This is an optimization exercise on Yosys and OpenROAD, whose aim is small area and a short achievable clock period, not a production implementation.
Only simulation tests tie the RTL to the original design; equivalence was not proved.
Power and IR drop assume default switching activity.

==> flow/design.v <==
module spfc_packer (
    input  wire        clk,
    input  wire        rst,
    input  wire        in_valid,
    input  wire [1:0]  in_op,
    input  wire [31:0] in_rg,
    input  wire [31:0] in_ba,
    input  wire [15:0] in_pk,
    output reg         out_valid,
    output wire [15:0] out_pk,
    output wire [31:0] out_rg,
    output wire [31:0] out_ba
);
    function [11:0] thr31;
        input [4:0] t;
        integer i, k;
        begin
            thr31 = 12'd2048;
            for (i = 0; i < 32; i = i + 1)
                if (t == i) begin
                    k = (i < 16) ? i + 1 : i;
                    thr31 = (131070 * k - 65535 + 61) / 62 - 2048 * i;
                end
        end
    endfunction
    function [10:0] thr63;
        input [5:0] t;
        integer i, k;
        begin
            thr63 = 11'd1024;
            for (i = 0; i < 64; i = i + 1)
                if (t == i) begin
                    k = (i < 32) ? i + 1 : i;
                    thr63 = (131070 * k - 65535 + 125) / 126 - 1024 * i;
                end
        end
    endfunction
    function ge16;
        input [15:0] a;
        input [15:0] b;
        reg   [15:0] g, p;
        integer l, i, n;
        begin
            g = a & ~b;
            p = a | ~b;
            n = 16;
            for (l = 0; l < 4; l = l + 1) begin
                for (i = 0; i < 8; i = i + 1)
                    if (2 * i + 1 < n) begin
                        g[i] = g[2 * i + 1] | (p[2 * i + 1] & g[2 * i]);
                        p[i] = p[2 * i + 1] & p[2 * i];
                    end else if (2 * i < n) begin
                        g[i] = g[2 * i];
                        p[i] = p[2 * i];
                    end
                n = (n + 1) / 2;
            end
            ge16 = g[0] | p[0];
        end
    endfunction
    function [15:0] su63;
        input [5:0] q;
        integer i;
        begin
            su63 = 16'd0;
            for (i = 0; i < 64; i = i + 1)
                if (q == i)
                    su63 = (131070 * i + 63) / 126;
        end
    endfunction
    wire [15:0] ch_r = in_rg[15:0];
    wire [15:0] ch_g = in_rg[31:16];
    wire [15:0] ch_b = in_ba[15:0];
    wire [15:0] ch_a = in_ba[31:16];
    wire        is_pack = ~in_op[0];
    wire        is_565  = ~in_op[1];
    wire        ge_r   = ge16({5'b0, ch_r[10:0]}, {4'b0, thr31(ch_r[15:11])});
    wire        ge_b   = ge16({5'b0, ch_b[10:0]}, {4'b0, thr31(ch_b[15:11])});
    wire        ge_g31 = ge16({5'b0, ch_g[10:0]}, {4'b0, thr31(ch_g[15:11])});
    wire        ge_g63 = ge16({6'b0, ch_g[9:0]}, {5'b0, thr63(ch_g[15:10])});
    wire        ge_g   = is_565 ? ge_g63 : ge_g31;
    wire        a_zero = (ch_a == 16'd0);
    wire        r_blk  = ~ge16(ch_r, 16'd1058);
    wire        b_blk  = ~ge16(ch_b, 16'd1058);
    wire        g_blk  = is_565 ? ~ge16(ch_g, 16'd521) : ~ge16(ch_g, 16'd1058);
    wire        blk    = r_blk & g_blk & b_blk;
    wire [4:0]  dec_r = ch_r[15:11] - {4'd0, ch_r[15]};
    wire [4:0]  dec_b = ch_b[15:11] - {4'd0, ch_b[15]};
    wire [5:0]  dec_g = is_565 ? ch_g[15:10] - {5'd0, ch_g[15]}
                               : {1'b0, ch_g[15:11] - {4'd0, ch_g[15]}};
    reg  [5:0]  r_q;
    reg  [6:0]  g_q;
    reg  [5:0]  b_q;
    reg         m565_q;
    reg         nz_q;
    always @(posedge clk) begin
        if (rst)
            out_valid <= 1'b0;
        else
            out_valid <= in_valid;
    end
    always @(posedge clk) begin
        m565_q <= is_565;
        nz_q   <= in_pk != 16'd0;
        if (is_pack) begin
            r_q <= {~a_zero & (ge_r | blk), dec_r & {5{~a_zero}}};
            g_q <= {~a_zero & (ge_g | blk),
                    dec_g & {6{~a_zero}}};
            b_q <= {~a_zero & (ge_b | blk), dec_b & {5{~a_zero}}};
        end else begin
            r_q <= {1'b0, is_565 ? in_pk[15:11] : in_pk[14:10]};
            g_q <= {1'b0, is_565 ? in_pk[10:5] : {1'b0, in_pk[9:5]}};
            b_q <= {1'b0, in_pk[4:0]};
        end
    end
    wire [4:0]  q_r = r_q[4:0] + {4'd0, r_q[5]};
    wire [4:0]  q_b = b_q[4:0] + {4'd0, b_q[5]};
    wire [5:0]  q_g = g_q[5:0] + {5'd0, g_q[6]};
    assign out_pk = m565_q ? {q_r, q_g, q_b} : {1'b0, q_r, q_g[4:0], q_b};
    wire [4:0]  u_r  = r_q[4:0];
    wire [4:0]  u_b  = b_q[4:0];
    wire [15:0] u_g6 = su63(g_q[5:0]);
    wire [4:0]  u_g5 = g_q[4:0];
    wire [15:0] u_g  = m565_q ? u_g6 : {u_g5, u_g5, u_g5, u_g5[4]};
    assign out_rg = {u_g, u_r, u_r, u_r, u_r[4]};
    assign out_ba = {{16{nz_q}}, u_b, u_b, u_b, u_b[4]};
endmodule
export LEC_CHECK = 0
export CAP_MARGIN = 20
export CORE_MARGIN = 2
export CORE_UTILIZATION = 40
export SLEW_MARGIN = 20
create_clock -name core_clock -period 27.0 [get_ports {clk}]
standard.sh (not shown) runs the stock make flow with config.mk's settings and CLKGATE_MAP_FILE= SYNTH_SCRIPT=/design/flow/synth_recipe.tcl, a recipe that flattens the netlist after the stock synthesis.
==> flow/flow/run.sh <==
#!/bin/bash
# The standard layout (standard.sh), with plain buf_1 cells as the port
# buffers instead of the resizer's default choice.
export BUFFER_PORTS_ARGS="-buffer_cell sky130_fd_sc_hd__buf_1"
bash standard.sh finish > standard.log 2>&1
The baseline ran to the end with no violations.
==> next run, changes <==
==> flow/design.v (replaced) <==
module spfc_packer (
    input  wire        clk,
    input  wire        rst,
    input  wire        in_valid,
    input  wire [1:0]  in_op,
    input  wire [31:0] in_rg,
    input  wire [31:0] in_ba,
    input  wire [15:0] in_pk,
    output reg         out_valid,
    output wire [15:0] out_pk,
    output wire [31:0] out_rg,
    output wire [31:0] out_ba
);
    function [11:0] thr31;
        input [4:0] t;
        integer i, k;
        begin
            thr31 = 12'd2048;
            for (i = 0; i < 32; i = i + 1)
                if (t == i) begin
                    k = (i < 16) ? i + 1 : i;
                    thr31 = (131070 * k - 65535 + 61) / 62 - 2048 * i;
                end
        end
    endfunction
    function [10:0] thr63;
        input [5:0] t;
        integer i, k;
        begin
            thr63 = 11'd1024;
            for (i = 0; i < 64; i = i + 1)
                if (t == i) begin
                    k = (i < 32) ? i + 1 : i;
                    thr63 = (131070 * k - 65535 + 125) / 126 - 1024 * i;
                end
        end
    endfunction
    function [15:0] su63;
        input [5:0] q;
        integer i;
        begin
            su63 = 16'd0;
            for (i = 0; i < 64; i = i + 1)
                if (q == i)
                    su63 = (131070 * i + 63) / 126;
        end
    endfunction
    wire [15:0] ch_r = in_rg[15:0];
    wire [15:0] ch_g = in_rg[31:16];
    wire [15:0] ch_b = in_ba[15:0];
    wire [15:0] ch_a = in_ba[31:16];
    wire        is_pack = ~in_op[0];
    wire        is_565  = ~in_op[1];
    wire        ge_r   = {1'b0, ch_r[10:0]} >= thr31(ch_r[15:11]);
    wire        ge_b   = {1'b0, ch_b[10:0]} >= thr31(ch_b[15:11]);
    wire        ge_g31 = {1'b0, ch_g[10:0]} >= thr31(ch_g[15:11]);
    wire        ge_g63 = {1'b0, ch_g[9:0]}  >= thr63(ch_g[15:10]);
    wire        ge_g   = is_565 ? ge_g63 : ge_g31;
    wire        a_zero = (ch_a == 16'd0);
    wire        r_blk  = (ch_r < 16'd1058);
    wire        b_blk  = (ch_b < 16'd1058);
    wire        g_blk  = is_565 ? (ch_g < 16'd521) : (ch_g < 16'd1058);
    wire        blk    = r_blk & g_blk & b_blk;
    reg  [5:0]  r_q;
    reg  [6:0]  g_q;
    reg  [5:0]  b_q;
    reg         m565_q;
    always @(posedge clk) begin
        if (rst)
            out_valid <= 1'b0;
        else
            out_valid <= in_valid;
    end
    always @(posedge clk) begin
        m565_q <= is_565;
        if (is_pack) begin
            r_q <= {~a_zero & (ge_r | blk), ch_r[15:11] & {5{~a_zero}}};
            g_q <= {~a_zero & (ge_g | blk),
                    (is_565 ? ch_g[15:10] : {1'b0, ch_g[15:11]}) & {6{~a_zero}}};
            b_q <= {~a_zero & (ge_b | blk), ch_b[15:11] & {5{~a_zero}}};
        end else begin
            r_q <= {in_pk != 16'd0, is_565 ? in_pk[15:11] : in_pk[14:10]};
            g_q <= {1'b0, is_565 ? in_pk[10:5] : {1'b0, in_pk[9:5]}};
            b_q <= {1'b0, in_pk[4:0]};
        end
    end
    wire [4:0]  q_r = r_q[4:0] - {4'd0, r_q[4]} + {4'd0, r_q[5]};
    wire [4:0]  q_b = b_q[4:0] - {4'd0, b_q[4]} + {4'd0, b_q[5]};
    wire [5:0]  q_g = g_q[5:0] - {5'd0, m565_q ? g_q[5] : g_q[4]} + {5'd0, g_q[6]};
    assign out_pk = m565_q ? {q_r, q_g, q_b} : {1'b0, q_r, q_g[4:0], q_b};
    wire [4:0]  u_r  = r_q[4:0];
    wire [4:0]  u_b  = b_q[4:0];
    wire [15:0] u_g6 = su63(g_q[5:0]);
    wire [4:0]  u_g5 = g_q[4:0];
    wire [15:0] u_g  = m565_q ? u_g6 : {u_g5, u_g5, u_g5, u_g5[4]};
    assign out_rg = {u_g, u_r, u_r, u_r, u_r[4]};
    assign out_ba = {{16{r_q[5]}}, u_b, u_b, u_b, u_b[4]};
endmodule
=> Sequential cell count falls by 1; utilization is about the same; non-clock buffer count rises by 1; design area rises by 11%; routed wire length rises by 6.2%; global-route usage rises by 0.26 points; power rises by 18%; die area rises by 9.7%; synthesized cell count rises by 2.8%; combinational power rises by 47%; sequential power falls by about 5%; worst hold slack gets better by 19 ps; fmax falls by 6.9%; via count rises by 1.4%.

---

Setup of the baseline:
Another version of the RTL of spfc_packer (not shown whole).
Size: about 22 flip-flops.
==> module spfc_packer, before the edit <==
module spfc_packer (
    input  wire        clk,
    input  wire        rst,
    input  wire        in_valid,
    input  wire [1:0]  in_op,
    input  wire [31:0] in_rg,
    input  wire [31:0] in_ba,
    input  wire [15:0] in_pk,
    output reg         out_valid,
    output wire [15:0] out_pk,
    output wire [31:0] out_rg,
    output wire [31:0] out_ba
);
    function [11:0] thr31;
        input [4:0] t;
        integer i, k;
        begin
            thr31 = 12'd2048;
            for (i = 0; i < 32; i = i + 1)
                if (t == i) begin
                    k = (i < 16) ? i + 1 : i;
                    thr31 = (131070 * k - 65535 + 61) / 62 - 2048 * i;
                end
        end
    endfunction
    function [10:0] thr63;
        input [5:0] t;
        integer i, k;
        begin
            thr63 = 11'd1024;
            for (i = 0; i < 64; i = i + 1)
                if (t == i) begin
                    k = (i < 32) ? i + 1 : i;
                    thr63 = (131070 * k - 65535 + 125) / 126 - 1024 * i;
                end
        end
    endfunction
    function ge16;
        input [15:0] a;
        input [15:0] b;
        reg   [15:0] g, p;
        integer l, i, n;
        begin
            g = a & ~b;
            p = a | ~b;
            n = 16;
            for (l = 0; l < 4; l = l + 1) begin
                for (i = 0; i < 8; i = i + 1)
                    if (2 * i + 1 < n) begin
                        g[i] = g[2 * i + 1] | (p[2 * i + 1] & g[2 * i]);
                        p[i] = p[2 * i + 1] & p[2 * i];
                    end else if (2 * i < n) begin
                        g[i] = g[2 * i];
                        p[i] = p[2 * i];
                    end
                n = (n + 1) / 2;
            end
            ge16 = g[0] | p[0];
        end
    endfunction
    function [4:0] dec5;
        input [4:0] t;
        reg   [4:0] bw;
        integer i;
        begin
            bw[0] = t[4];
            for (i = 1; i < 5; i = i + 1)
                bw[i] = bw[i - 1] & ~t[i - 1];
            dec5 = t ^ bw;
        end
    endfunction
    function [5:0] dec6;
        input [5:0] t;
        reg   [5:0] bw;
        integer i;
        begin
            bw[0] = t[5];
            for (i = 1; i < 6; i = i + 1)
                bw[i] = bw[i - 1] & ~t[i - 1];
            dec6 = t ^ bw;
        end
    endfunction
    function [15:0] su63;
        input [5:0] q;
        integer i;
        begin
            su63 = 16'd0;
            for (i = 0; i < 64; i = i + 1)
                if (q == i)
                    su63 = (131070 * i + 63) / 126;
        end
    endfunction
    wire [15:0] ch_r = in_rg[15:0];
    wire [15:0] ch_g = in_rg[31:16];
    wire [15:0] ch_b = in_ba[15:0];
    wire [15:0] ch_a = in_ba[31:16];
    wire        is_pack = ~in_op[0];
    wire        is_565  = ~in_op[1];
    wire        ge_r   = ge16({5'b0, ch_r[10:0]}, {4'b0, thr31(ch_r[15:11])});
    wire        ge_b   = ge16({5'b0, ch_b[10:0]}, {4'b0, thr31(ch_b[15:11])});
    wire [10:0] thr_g63 = thr63(ch_g[15:10]);
    wire [11:0] thr_g   = is_565 ? {thr_g63[10], ch_g[10] & ~thr_g63[10], thr_g63[9:0]}
                                 : thr31(ch_g[15:11]);
    wire        ge_g    = ge16({5'b0, ch_g[10:0]}, {4'b0, thr_g});
    wire        a_zero = (ch_a == 16'd0);
    wire        r_blk  = ~ge16(ch_r, 16'd1058);
    wire        b_blk  = ~ge16(ch_b, 16'd1058);
    wire        g_blk  = is_565 ? ~ge16(ch_g, 16'd521) : ~ge16(ch_g, 16'd1058);
    wire        blk    = r_blk & g_blk & b_blk;
    wire [4:0]  dec_r = dec5(ch_r[15:11]);
    wire [4:0]  dec_b = dec5(ch_b[15:11]);
    wire [5:0]  dec_g = is_565 ? dec6(ch_g[15:10])
                               : {1'b0, dec5(ch_g[15:11])};
    reg  [5:0]  r_q;
    reg  [6:0]  g_q;
    reg  [5:0]  b_q;
    reg         m565_q;
    reg         nz_q;
    always @(posedge clk) begin
        if (rst)
            out_valid <= 1'b0;
        else
            out_valid <= in_valid;
    end
    always @(posedge clk) begin
        m565_q <= is_565;
        nz_q   <= in_pk != 16'd0;
        if (is_pack) begin
            r_q <= {~a_zero & (ge_r | blk), dec_r & {5{~a_zero}}};
            g_q <= {~a_zero & (ge_g | blk),
                    dec_g & {6{~a_zero}}};
            b_q <= {~a_zero & (ge_b | blk), dec_b & {5{~a_zero}}};
        end else begin
            r_q <= {1'b0, is_565 ? in_pk[15:11] : in_pk[14:10]};
            g_q <= {1'b0, is_565 ? in_pk[10:5] : {1'b0, in_pk[9:5]}};
            b_q <= {1'b0, in_pk[4:0]};
        end
    end
    wire [4:0]  q_r = r_q[4:0] + {4'd0, r_q[5]};
    wire [4:0]  q_b = b_q[4:0] + {4'd0, b_q[5]};
    wire [5:0]  q_g = g_q[5:0] + {5'd0, g_q[6]};
    assign out_pk = m565_q ? {q_r, q_g, q_b} : {1'b0, q_r, q_g[4:0], q_b};
    wire [4:0]  u_r  = r_q[4:0];
    wire [4:0]  u_b  = b_q[4:0];
    wire [15:0] u_g6 = su63(g_q[5:0]);
    wire [4:0]  u_g5 = g_q[4:0];
    wire [15:0] u_g  = m565_q ? u_g6 : {u_g5, u_g5, u_g5, u_g5[4]};
    assign out_rg = {u_g, u_r, u_r, u_r, u_r[4]};
    assign out_ba = {{16{nz_q}}, u_b, u_b, u_b, u_b[4]};
endmodule
export LEC_CHECK = 0
export CAP_MARGIN = 20
export CORE_MARGIN = 2
export CORE_UTILIZATION = 40
export SLEW_MARGIN = 20
create_clock -name core_clock -period 27.0 [get_ports {clk}]
==> flow/flow/run.sh <==
#!/bin/bash
# The standard layout (standard.sh), with plain buf_1 cells as the port
# buffers, and the resizer's setup repair aimed at a margin below the
# clock period so that it shortens the longest paths.
export BUFFER_PORTS_ARGS="-buffer_cell sky130_fd_sc_hd__buf_1"
bash standard.sh SETUP_SLACK_MARGIN=19.5 finish > standard.log 2>&1
The following lists how the candidate was set up differently from the baseline:
-- flow/design.v --
<<< the baseline, line 59
        end
    endfunction
    function [4:0] dec5;
        input [4:0] t;
        reg   [4:0] bw;
        integer i;
        begin
            bw[0] = t[4];
            for (i = 1; i < 5; i = i + 1)
                bw[i] = bw[i - 1] & ~t[i - 1];
            dec5 = t ^ bw;
        end
    endfunction
    function [5:0] dec6;
        input [5:0] t;
        reg   [5:0] bw;
        integer i;
        begin
            bw[0] = t[5];
            for (i = 1; i < 6; i = i + 1)
                bw[i] = bw[i - 1] & ~t[i - 1];
            dec6 = t ^ bw;
        end
    endfunction
    function [15:0] su63;
        input [5:0] q;
>>> the candidate, line 59
        end
    endfunction
    function [15:0] su63;
        input [5:0] q;
<<< the baseline, line 99
    wire        ge_r   = ge16({5'b0, ch_r[10:0]}, {4'b0, thr31(ch_r[15:11])});
    wire        ge_b   = ge16({5'b0, ch_b[10:0]}, {4'b0, thr31(ch_b[15:11])});
    wire [10:0] thr_g63 = thr63(ch_g[15:10]);
    wire [11:0] thr_g   = is_565 ? {thr_g63[10], ch_g[10] & ~thr_g63[10], thr_g63[9:0]}
                                 : thr31(ch_g[15:11]);
    wire        ge_g    = ge16({5'b0, ch_g[10:0]}, {4'b0, thr_g});
    wire        a_zero = (ch_a == 16'd0);
    wire        r_blk  = ~ge16(ch_r, 16'd1058);
>>> the candidate, line 77
    wire        ge_r   = ge16({5'b0, ch_r[10:0]}, {4'b0, thr31(ch_r[15:11])});
    wire        ge_b   = ge16({5'b0, ch_b[10:0]}, {4'b0, thr31(ch_b[15:11])});
    wire        ge_g31 = ge16({5'b0, ch_g[10:0]}, {4'b0, thr31(ch_g[15:11])});
    wire        ge_g63 = ge16({6'b0, ch_g[9:0]}, {5'b0, thr63(ch_g[15:10])});
    wire        ge_g   = is_565 ? ge_g63 : ge_g31;
    wire        a_zero = (ch_a == 16'd0);
    wire        r_blk  = ~ge16(ch_r, 16'd1058);
<<< the baseline, line 108
    wire        g_blk  = is_565 ? ~ge16(ch_g, 16'd521) : ~ge16(ch_g, 16'd1058);
    wire        blk    = r_blk & g_blk & b_blk;
    wire [4:0]  dec_r = dec5(ch_r[15:11]);
    wire [4:0]  dec_b = dec5(ch_b[15:11]);
    wire [5:0]  dec_g = is_565 ? dec6(ch_g[15:10])
                               : {1'b0, dec5(ch_g[15:11])};
    reg  [5:0]  r_q;
    reg  [6:0]  g_q;
>>> the candidate, line 85
    wire        g_blk  = is_565 ? ~ge16(ch_g, 16'd521) : ~ge16(ch_g, 16'd1058);
    wire        blk    = r_blk & g_blk & b_blk;
    wire [4:0]  dec_r = ch_r[15:11] - {4'd0, ch_r[15]};
    wire [4:0]  dec_b = ch_b[15:11] - {4'd0, ch_b[15]};
    wire [5:0]  dec_g = is_565 ? ch_g[15:10] - {5'd0, ch_g[15]}
                               : {1'b0, ch_g[15:11] - {4'd0, ch_g[15]}};
    reg  [5:0]  r_q;
    reg  [6:0]  g_q;
==> comparison <==
- In summary, the candidate completed successfully, with a layout that passed the timing, DRC and antenna checks.
- Compared with the baseline, in the candidate met3 wirelength from detailed routing has decreased, post-detailed-route via-to-cell ratio has increased, area of the core has increased, clock group share of total power has decreased.
- From the baseline to the candidate the numbers moved as follows: number of buffers and inverters on the critical path dropped 1; number of placed instances, taps included moved up; sequential fraction of design power rose by 1.1 points.
- The candidate vs the baseline, endpoint required time on the critical path went down by 0.06 ns.
- The candidate vs. the baseline: full die area moved up, final cycle utilization of the critical path essentially unchanged, power in sequential cells about even, worst-case headroom to the max-slew limit dropped 4.7 points.
- The candidate: sum of routed wire segments on met1 higher than the baseline

afterwards: timing with drivers on the ports:
In the flow no input, the clock included, has a driving cell. The finished layouts below were timed again as built, in two steps.
Step 1 assumes that a clkbuf_16 drives the clock port and a buf_2 every other input.
Step 2 adds t to the input delays and takes it off the output delays; t is the mean of the earliest and latest rising clock arrival at the registers after step 1. Input paths then give back, and output paths get back, about the clock's delay inside the block.
a / b / c = ideal ports / drivers / drivers and shift; a / b = the first two.
run | shift t [ns] | setup slack, ns | clock arrival spread, ns | slew at the worst register clock pin (ns) | worst data-port slew with drivers (ns)
the first run of note 1 | 0.282 | 19.137 / 19.138 / 18.856 | 0.003 / 0.002 | 0.08 / 0.08 | 0.05
the second run of note 1 | 0.279 | 18.556 / 18.528 / 18.807 | 0.003 / 0.003 | 0.07 / 0.07 | 0.05
the baseline | 0.284 | 19.579 / 19.578 / 19.294 | 0.009 / 0.008 | 0.08 / 0.08 | 0.05
the candidate | 0.283 | 19.547 / 19.550 / 19.266 | 0.001 / 0.001 | 0.08 / 0.08 | 0.05
After both steps setup and hold are still met in every run listed. For the baseline, which loses most, drivers alone change the setup slack by -0.001 ns; drivers and shift together by -0.285 ns.
